This design comes from an exercise in tuning for small area, a short achievable clock period and few clock cycles on the open sky130 flow, not from production work.
The RTL was checked by simulation tests, not by an equivalence proof against the original design.
Power and IR drop assume default switching activity.

==> run Y <==
Design x16rp_rle, start of the top module:
module x16rp_rle (
    input  wire        clk,
    input  wire        rst,
    input  wire        reg_we,
    input  wire [5:0]  reg_addr,
    input  wire [31:0] reg_wdata,
    output reg  [31:0] reg_rdata,
    output wire        mem_req,
    output wire        mem_we,
    output wire [15:0] mem_addr,
    output wire [7:0]  mem_wdata,
    input  wire        mem_ready,
    input  wire [7:0]  mem_rdata,
    output wire        irq
);
clock: 12.0 ns
lec_check: 0
cap_margin: 20
core_margin: 2
core_utilization: 40
place_density: 0.6
slew_margin: 20
run.sh (not shown) runs the stock make flow with config.mk's settings and CLKGATE_MAP_FILE= SYNTH_SCRIPT=/design/flow/synth_recipe.tcl, a recipe that flattens the netlist after the stock synthesis.
==> run K (differences from run Y) <==
- SETUP_SLACK_MARGIN: unset -> 5
==> summary.txt <==
Routing
  – DR WL/cell: 34.9 microns

Layout
  – Fin util: a little under half

Global routing
  – GRT Util Overall: between 30 and 40%

Run status
  – Status: complete, no violations

STA
  – Pin slew with the least headroom to its limit: 1250 ps
  – Smallest hold slack: 506 ps

Power
  – Power share of the sequential group: 43.5%
the above is filed under run K

==> summary.txt <==
Run status
  – Status: complete, no violations

STA
  – Smallest hold slack: 499 ps
  – Pin slew with the least headroom to its limit: 1320 ps

Layout
  – Seq/total area: 38.3%
  – Fin util: 45.4%

Global routing
  – GRT Util Overall: 35.7%
  – Gr busiest metal: met1

Power
  – Power share of the sequential group: 43.8%
the above is filed under run Y

Testbench counts of run Y, summed over its fixed seeds: cycles 150,331.
Testbench counts of run K, summed over its fixed seeds: cycles 150,331.


==> v7 <==
x16rp_rle, a different RTL version from the one above (not shown whole).
export LEC_CHECK = 0
export CAP_MARGIN = 20
export CORE_MARGIN = 2
export CORE_UTILIZATION = 60
export PLACE_DENSITY = 0.75
export SLEW_MARGIN = 20
create_clock -name core_clock -period 12.0 [get_ports {clk}]
standard.sh (not shown) runs the stock make flow with config.mk's settings and CLKGATE_MAP_FILE= SYNTH_SCRIPT=/design/flow/synth_recipe.tcl, a recipe that flattens the netlist after the stock synthesis.
==> flow/flow/run.sh <==
#!/bin/bash
set -euo pipefail
bash standard.sh SETUP_SLACK_MARGIN=5.7 finish > standard.log 2>&1
==> v8 (differences from v7) <==
==> flow/run.sh (new file) <==
#!/bin/bash
# synth_recipe.tcl (not shown) runs the flow's synth.tcl, then flattens the netlist and writes it again
# the make line also repeats each setting of config.mk as NAME=value (left out here)
make -C /OpenROAD-flow-scripts/flow DESIGN_CONFIG=/design/flow/config.mk WORK_HOME=/design/flow/orfs CLKGATE_MAP_FILE= SYNTH_SCRIPT=/design/flow/synth_recipe.tcl finish
- CTS_CLUSTER_DIAMETER: unset -> 120
- CTS_CLUSTER_SIZE: unset -> 22
- SETUP_SLACK_MARGIN: unset -> 5
removed: flow/flow/run.sh
removed: flow/standard.sh
==> v38 (differences from v7) <==
--- a/flow/design.v
+++ b/flow/design.v
@@ -128,42 +128,43 @@
     wire [1:0]  dd_c     = c_bin - c_bout;      
     wire [2:0]  r_m1     = (3'd1 << dd_e) - 3'd1;
     wire [2:0]  rc_m1    = (3'd1 << dd_c) - 3'd1;
     wire        rd_left  = (rem != 17'd0);
     wire        pal_left = has_pal && (aux_cap != 17'd0);
     wire        dst_full = (out_cnt == dcap);
     wire        idx_full = (idx_cnt == aux_cap);
     wire        has_aux = idx_on || has_pal;
-    wire        pk_s  = (pk == 3'd0) || (pk == 3'd6);
-    wire        pk_d  = (pk == 3'd1) || (pk == 3'd5);
-    wire        pk_a  = (pk == 3'd3) || (pk == 3'd4);
-    wire [16:0] pa    = pk_s ? {1'b0, src_ptr} : pk_d ? {1'b0, dst_ptr} :
-                        (pk_a && has_pal) ? idx_cnt : {1'b0, aux_ptr};
-    wire [16:0] pb    = pk_s ? rem : pk_d ? dcap :
-                        (pk_a && has_pal) ? {aux_cap[15:0], 1'b0} : aux_cap;
+    reg  [16:0] pa, pb;
+    always @(*) begin
+        case (pk[1:0])
+            2'd0:    begin pa = {1'b0, src_ptr}; pb = rem;  end
+            2'd1:    begin pa = {1'b0, dst_ptr}; pb = dcap; end
+            2'd2:    begin pa = {1'b0, aux_ptr}; pb = aux_cap; end
+            default: begin pa = has_pal ? idx_cnt : {1'b0, aux_ptr};
+                           pb = has_pal ? {aux_cap[15:0], 1'b0} : aux_cap; end
+        endcase
+    end
     wire [17:0] psum  = {1'b0, pa} + {1'b0, pb};
     wire        p_gt  = psum[17] | (psum[16] & (|psum[15:0]));
     wire        s_nz  = (rem != 17'd0);
     wire        d_nz  = (dcap != 17'd0);
     wire        a_nz  = (aux_cap != 17'd0);
-    wire [15:0] pl    = (pk == 3'd0 || pk == 3'd4) ? dst_ptr :
-                        (pk == 3'd1 || pk == 3'd3) ? src_ptr : aux_ptr;
-    wire        pc    = psum[16] | (pl < psum[15:0]);
-    wire        f_ds  = err_info[26], f_sa = err_info[27], f_sd = err_info[28],
-                f_da  = err_info[29], f_ad = err_info[30];
-    wire        p_last = (pk == 3'd6) || (pk == 3'd1 && !has_aux);
-    wire        ov_sd = s_nz & d_nz & f_ds & (has_aux ? f_sd : pc);
-    wire        ov_sa = idx_on & s_nz & a_nz & f_sa & pc;
-    wire        ov_da = d_nz & a_nz & f_da & f_ad;
-    wire        oob   = (pk == 3'd0) ? (sbig | p_gt) : (pk == 3'd1) ? (dbig | p_gt) :
-                        (pk == 3'd3) ? (abig | p_gt) : 1'b0;
-    wire        ovl   = p_last && (ov_sd || (pk == 3'd6 && (ov_sa || ov_da)));
+    wire        pc1   = {2'b0, (pk[1:0] == 2'd0) ? dst_ptr : src_ptr} < psum;
+    wire        pc2   = {2'b0, (pk[1:0] == 2'd3) ? dst_ptr : aux_ptr} < psum;
+    wire        f_ds  = err_info[26], f_as = err_info[27], f_sd = err_info[28], f_ad = err_info[29];
+    wire        p_last = (pk[1:0] == 2'd3) || (pk[1:0] == 2'd1 && !has_aux);
+    wire        ov_sd = s_nz & d_nz & f_ds & (has_aux ? f_sd : pc1);
+    wire        ov_sa = idx_on & s_nz & a_nz & f_as & pc1;
+    wire        ov_da = d_nz & a_nz & f_ad & pc2;
+    wire        oob   = (pk[1:0] == 2'd0) ? (sbig | p_gt) : (pk[1:0] == 2'd1) ? (dbig | p_gt) :
+                        (pk[1:0] == 2'd3) ? (abig | p_gt) : 1'b0;
+    wire        ovl   = p_last && (ov_sd || (pk[1:0] == 2'd3 && (ov_sa || ov_da)));
     wire        pre_fail = st_pre && (oob || ovl);
-    wire [7:0]  pre_info = oob ? ((pk == 3'd0) ? 8'h01 : (pk == 3'd1) ? 8'h02 :
+    wire [7:0]  pre_info = oob ? ((pk[1:0] == 2'd0) ? 8'h01 : (pk[1:0] == 2'd1) ? 8'h02 :
                                   (idx_on ? 8'h03 : 8'h04)) :
                            ov_sd ? 8'h21 : ov_sa ? 8'h31 : (idx_on ? 8'h32 : 8'h42);
     wire        pre_ok   = st_pre && p_last && !pre_fail;
     wire        pre_exit = st_pre && (pre_fail || p_last);
     wire [2:0]  len_msk  = (c_bout == 2'd0) ? 3'd7 : (c_bout == 2'd1) ? 3'd3 :
                            (c_bout == 2'd2) ? 3'd1 : 3'd0;
     wire [2:0]  elen_r   = (rem[2:0] << (2'd3 - c_bin)) & len_msk;
     wire        elen_fail = pre_ok && (lop == OP_LIN) && !c_pad && (elen_r != 3'd0);
@@ -189,61 +190,65 @@
     wire [15:0] step_a   = (st_line || st_tile) ? rowb : 16'd0;
     wire [15:0] step_b   = st_line ? ~{12'd0, twb_m1} :
                            st_tile ? ~(rowb << (c_th ? 3'd4 : 3'd3)) : 16'd0;
     wire [15:0] src_next = src_ptr + step_a + step_b + {14'd0, st_tile, !st_tile};
     wire        t_first  = (t_xb == 4'd0) && (t_ln == 4'd0);
     wire        e_last = !cur_idx && (jx == r_m1);
     wire        e_rd   = rd_left && (cv ? (e_last && !rf && !nv) : 1'b1);
     wire        e_wr   = cv && !e_rd;
-    wire        c_pads = !cv && !nv && !rd_left && !rf && (acc_n != 3'd0);
+    wire        c_padw = !cv && !nv && !rd_left && !rf && (acc_n != 3'd0);
     wire        c_rd   = !cv && !nv && rd_left && !(rf && rf_first && idx_on);
-    wire        c_wr   = cv || nv;
+    wire        c_wr   = cv || nv || c_padw;
     wire        tokp   = cv || cur_idx;
     wire        r_rd   = !tokp && !nv && (pal_left || rd_left);
     wire        rd_req = st_rep ? (expm ? e_rd : c_rd) : (st_rle && r_rd);
     wire        wr_req = st_rep ? (expm ? e_wr : c_wr) : (st_hdr || (st_rle && tokp));
     wire        wr_idx = st_rep && (expm ? cur_idx : (!cv && nv));
     wire        rd_pal = st_rle && pal_left;
+    wire [3:0]  pad_sh  = 4'd8 - ({1'b0, acc_n} << (2'd3 - dd_c));
+    wire [7:0]  acc_pad = acc << pad_sh;
     wire sel_spread = st_rep && expm && !cur_idx;
     wire sel_idxn   = st_rep && expm && cur_idx;
     wire sel_cur    = st_hdr || (!(st_rep && expm) && cv);
     wire sel_nxt    = !st_hdr && !(st_rep && expm) && !cv && (st_rle || nv);
+    wire sel_pad    = st_rep && !expm && !cv && !nv;
     assign mem_wdata = ({8{sel_spread}} & spread(cur, c_bin, c_bout)) |
                        ({8{sel_idxn}}   & {4'd0, cur[7:4]}) |
                        ({8{sel_cur}}    & cur) |
-                       ({8{sel_nxt}}    & nxt);
+                       ({8{sel_nxt}}    & nxt) |
+                       ({8{sel_pad}}    & acc_pad);
     wire full_err = wr_req && (wr_idx ? idx_full : dst_full);
     assign mem_req  = (rd_req | wr_req) & ~full_err;
     assign mem_we   = wr_req;
     assign mem_addr = ((rd_req && rd_pal) || (wr_req && wr_idx)) ? aux_ptr :
                       rd_req ? src_ptr : dst_ptr;
     wire rd_go     = rd_req && mem_ready;
     wire wr_go     = wr_req && !full_err && mem_ready;
     wire src_go    = rd_go && !rd_pal;
     wire pal_go    = rd_go && rd_pal;
     wire dst_go    = wr_go && !wr_idx;
     wire idx_go    = wr_go && wr_idx;
-    wire [7:0] acc_new = (acc << (4'd8 >> dd_c)) | {4'd0, chunk(mem_rdata, c_bin, c_bout) & {4{rf}}};
+    wire [7:0] acc_new = (acc << (4'd8 >> dd_c)) | {4'd0, chunk(mem_rdata, c_bin, c_bout)};
     wire       e_free  = !cv || (wr_go && e_last);
     wire       tok_done = wr_go && !(cv && cur_idx);
     wire       tok_free = !tokp || tok_done;
     wire       src_arr  = rf && !rf_first;
     wire [3:0] r_x      = nv ? t_xb : mem_rdata[3:0];
     wire       r_xv     = nv || src_arr;
     wire       run_act  = jx[0];
     wire       r_brk    = run_act && !(r_x == t_ln && acc != 8'd255);
     wire       r_flush  = !r_xv && !rd_left && !pal_left && !rf && run_act && tok_free;
     wire       r_tok    = (r_xv && r_brk && tok_free) || r_flush;
     wire [7:0] tok_b0   = (acc < 8'd15) ? {acc[3:0], t_ln} : {4'hF, t_ln};
     wire [7:0] tok_b1   = acc - 8'd15;
     wire [3:0] q4_rd    = q4(mem_rdata);
     wire       pal_arr  = rf && rf_first;
     wire e_ok   = !rd_left && !rf && !nv && e_free;
-    wire c_ok   = !rd_left && !rf && !nv && (acc_n == 3'd0) && (!cv || wr_go);
+    wire c_ok   = !rd_left && !rf && !nv && ((acc_n == 3'd0) ? (!cv || wr_go) : (c_padw && wr_go));
     wire r_ok   = !rd_left && !pal_left && !rf && !nv && !run_act && tok_free;
     wire eng_ok = !full_err && ((st_rep && (expm ? e_ok : c_ok)) || (st_rle && r_ok));
     wire eng_err_nab = pre_fail || elen_fail || geom_fail || full_err;
     wire abort_now = ev_abort && !eng_err_nab && !eng_ok;
     wire eng_err = eng_err_nab || abort_now;
     wire [3:0]  eng_code = pre_fail ? E_WINDOW : elen_fail ? E_LEN : geom_fail ? E_GEOM :
                            full_err ? (wr_idx ? E_IDXOVF : E_DSTOVF) : E_ABORT;
     wire [16:0] eng_info = pre_fail ? {9'd0, pre_info} : elen_fail ? {14'd0, elen_r} :
@@ -290,44 +295,41 @@
         if ((reg_we && reg_addr == A_IDX_CAP)   || rst) idx_cap   <= wd_r;
         if ((reg_we && reg_addr == A_PAL_BASE)  || rst) pal_base  <= wd_r;
         if ((reg_we && reg_addr == A_PAL_COUNT) || rst) pal_count <= wd_r;
         if ((reg_we && reg_addr == A_MAGIC)     || rst) magic     <= wd_r;
     end
     wire ev_err   = busy && eng_err;
     wire ev_ok    = busy && eng_ok;
     wire cnt_clr  = rst || ev_ecmd || ev_start;
-    wire pad_done = act_rep && !expm && cv && nxt_first && wr_go;
+    wire pad_done = act_rep && !expm && c_padw && wr_go;
     always @(posedge clk) begin
         st_done <= !rst && (ev_ok || (st_done && !(w1c && reg_wdata[1]) && !ev_start && !ev_ecmd));
         st_err  <= !rst && (ev_err || ev_ecmd || (st_err && !(w1c && reg_wdata[2]) && !ev_start));
         st_rej  <= !rst && ((cmd_wr && busy && !w_nop) || (st_rej && !(w1c && reg_wdata[3])));
         st_padded <= !rst && (pad_done || (st_padded && !ev_start && !ev_ecmd));
         if (rst || ev_start || ev_ecmd || ev_err)
             st_errcode <= (rst || ev_start) ? 4'd0 : ev_ecmd ? E_CMD : eng_code;
         if (rst || ev_start || ev_ecmd || ev_err || ev_ok)
             err_info   <= rst ? 32'd0 :
                           ev_start ? {6'd0, (w_op[0] ? pbig_w : ibig_w), dbig_w, sbig_w,
                                       ctrl_lo[9:6], ctrl_lo[3:2], dst_cap[16:0]} :
                           ev_ecmd ? reg_wdata : ev_err ? {15'd0, eng_info} : 32'd0;
         if (cnt_clr || in_inc)
             in_cnt <= cnt_clr ? 17'd0 : in_cnt + 17'd1;
         if (cnt_clr || dst_go)
             out_cnt <= cnt_clr ? 17'd0 : out_cnt + 17'd1;
-        if (cnt_clr || pre_exit || (st_pre && pk == 3'd2) || idx_go)
+        if (cnt_clr || pre_exit || (st_pre && pk[1:0] == 2'd2) || idx_go)
             idx_cnt <= (cnt_clr || pre_exit) ? 17'd0 : st_pre ? psum[16:0] : idx_cnt + 17'd1;
-        if (st_pre && !pre_exit) begin
-            case (pk)
-                3'd0: err_info[26] <= pc;
-                3'd1: err_info[28] <= pc;
-                3'd3: err_info[27] <= pc;
-                3'd4: err_info[29] <= pc;
-                3'd5: err_info[30] <= pc;
-                default: ;
-            endcase
+        if (st_pre && !pre_exit && !pk[1]) begin
+            if (pk[0]) begin
+                err_info[28] <= pc1; err_info[29] <= pc2;
+            end else begin
+                err_info[26] <= pc1; err_info[27] <= pc2;
+            end
         end
         if (rst)
             lop <= 2'd0;
         else if (ev_start)
             lop <= w_op;
         if (ev_start) begin
             tob  <= {2'd0, ctrl_lo[4]} + {2'd0, ctrl_lo[5]} + {1'b0, ctrl_lo[3:2]};
         end
@@ -335,17 +337,17 @@
     always @(posedge clk) begin
         if (rst)
             state <= S_IDLE;
         else if (!busy)
             state <= ev_start ? 4'd0 : S_IDLE;
         else if (eng_err || eng_ok)
             state <= S_IDLE;
         else if (st_pre)
-            state <= !p_last ? ((pk == 3'd1 && !has_pal) ? 4'd3 : {1'b0, pk + 3'd1}) :
+            state <= !p_last ? ((pk[1:0] == 2'd1 && !has_pal) ? 4'd3 : {2'b0, pk[1:0] + 2'd1}) :
                      (lop == OP_RLE) ? (c_hdr ? S_HDR : S_RLE) :
                      (is_tile && !g_done) ? S_GEOM : S_REP;
         else if (st_geom && g_done)
             state <= S_REP;
         else if (st_hdr && wr_go && t_col[1:0] == 2'd3)
             state <= S_RLE;
         d_f <= rst || (!busy && reg_we && (reg_addr == A_CTRL || reg_addr == A_SRC_LEN)) ||
                (busy && !st_pre && !st_geom);
@@ -414,27 +416,28 @@
                 end else if (rf) begin
                     nxt <= mem_rdata; nv <= 1'b1; nxt_first <= rf_first;
                 end
             end
             if (act_rep && !expm) begin
                 if (wr_go) begin
                     if (cv)
                         cv <= 1'b0;
-                    else
+                    else if (nv)
                         nv <= 1'b0;
+                    else
+                        acc_n <= 3'd0;
                 end
-                if (rf || c_pads) begin
+                if (rf) begin
                     if (acc_n == rc_m1) begin
                         cur <= acc_new; cv <= 1'b1; acc_n <= 3'd0;
-                        nxt_first <= c_pads;
                     end else begin
                         acc <= acc_new; acc_n <= acc_n + 3'd1;
                     end
-                    if (rf && rf_first && idx_on) begin
+                    if (rf_first && idx_on) begin
                         nv <= 1'b1; nxt <= {4'd0, mem_rdata[7:4]};
                     end
                 end
             end
             if (st_hdr && wr_go) begin
                 cur <= nxt; nxt <= acc; acc <= {t_ln, t_xb};
                 t_col[1:0] <= t_col[1:0] + 2'd1;
             end
- CORE_UTILIZATION: 60 -> 40
- PLACE_DENSITY: 0.75 -> 0.6
==> comparison table <==
| item | v8 | v7 | v38 |
|---|---|---|---|
| Count of buffer and inverter cells on the critical path | 3 | 4 | 6 |
| R2R Path End | err_info[7] | err_info[11] | src_ptr[15] |
| Placement Rows | 90 | 90 | 112 |
| Reg area | 0.0160 sq mm | 0.0160 sq mm | 0.0160 sq mm |
| Post-synthesis instance area | 0.0367 sq mm | 0.0367 sq mm | 0.0375 sq mm |
| Global-route wire length before repair | 223000 um | 237000 um | 241000 um |
| Final design utilization | 67.4% | 73.7% | 49.1% |
| Average wire per cell in the routed design | 34.1 um | 35.8 um | 32.7 um |
| Pwr dens | 120 mW/mm^2 | 130 mW/mm^2 | 133 mW/mm^2 |
| Clock tree buffer count of the final layout | 49 | 76 | 76 |
| Switching power of the nets | 1.68 mW | 1.96 mW | 2.02 mW |
| Relative contribution of combinational cells to total power | 23.0% | 21.4% | 20.6% |
| Flop2flop setup slack | 5.18 ns | 5.25 ns | 5.83 ns |
| Fin area | 0.0408 sq mm | 0.0446 sq mm | 0.0458 sq mm |
| Met3 routed wirelength | 27900 um | 32400 um | 23100 um |
| Post-CTS Setup Inserts | 38 | 136 | 115 |
| Pin count of the biggest net entering global routing | 95 | 91 | 97 |
| Insertion delay to the later sink of the worst-skew pair | 0.67 ns | 0.70 ns | 0.68 ns |
| Filler-free cell count of the finished design | 4637 | 4869 | 5292 |
| Status | timing/DRC/antenna clean | timing/DRC/antenna clean | timing/DRC/antenna clean |
Testbench counts of v7, summed over its fixed seeds: cycles 150,286.
Testbench counts of v8, summed over its fixed seeds: cycles 150,286.
Testbench counts of v38, summed over its fixed seeds: cycles 150,140.

## port drivers added, routing unchanged
How much do the figures lean on ideal ports? The routed layouts below were timed once more, with nothing changed but the port constraints. Step 1 sets driving cells, clkbuf_16 on the clock port and buf_2 on the other inputs (assumed; they add their load-dependent delay and slew). Step 2 times the ports against the registers' clock, not the clock port: input delays grow and output delays shrink by t, the midpoint of the rising clock arrivals with the driver on. a / b / c = ideal / step 1 / step 2; a / b = the first two.
| run | t, ns | setup WS [ns] | worst setup path after step 2 | slew at the worst register clock pin (ns) | cell pins on the clock port's net |
|---|---|---|---|---|---|
| run Y | 0.709 | 3.511 / 3.443 / 3.618 | input to output | 0.07 / 0.07 | 1 |
| run K | 0.709 | 5.031 / 4.900 / 4.776 | input to register | 0.07 / 0.07 | 1 |
| v7 | 0.731 | 5.245 / 5.245 / 5.061 | input to register | 0.07 / 0.07 | 1 |
| v8 | 0.716 | 4.931 / 4.910 / 4.529 | input to register | 0.11 / 0.11 | 1 |
| v38 | 0.732 | 5.365 / 5.254 / 5.060 | input to register | 0.07 / 0.07 | 1 |
After both steps every run listed still meets setup and hold. For v8, which loses most, drivers alone change the setup slack by -0.021 ns; drivers and shift together by -0.402 ns.
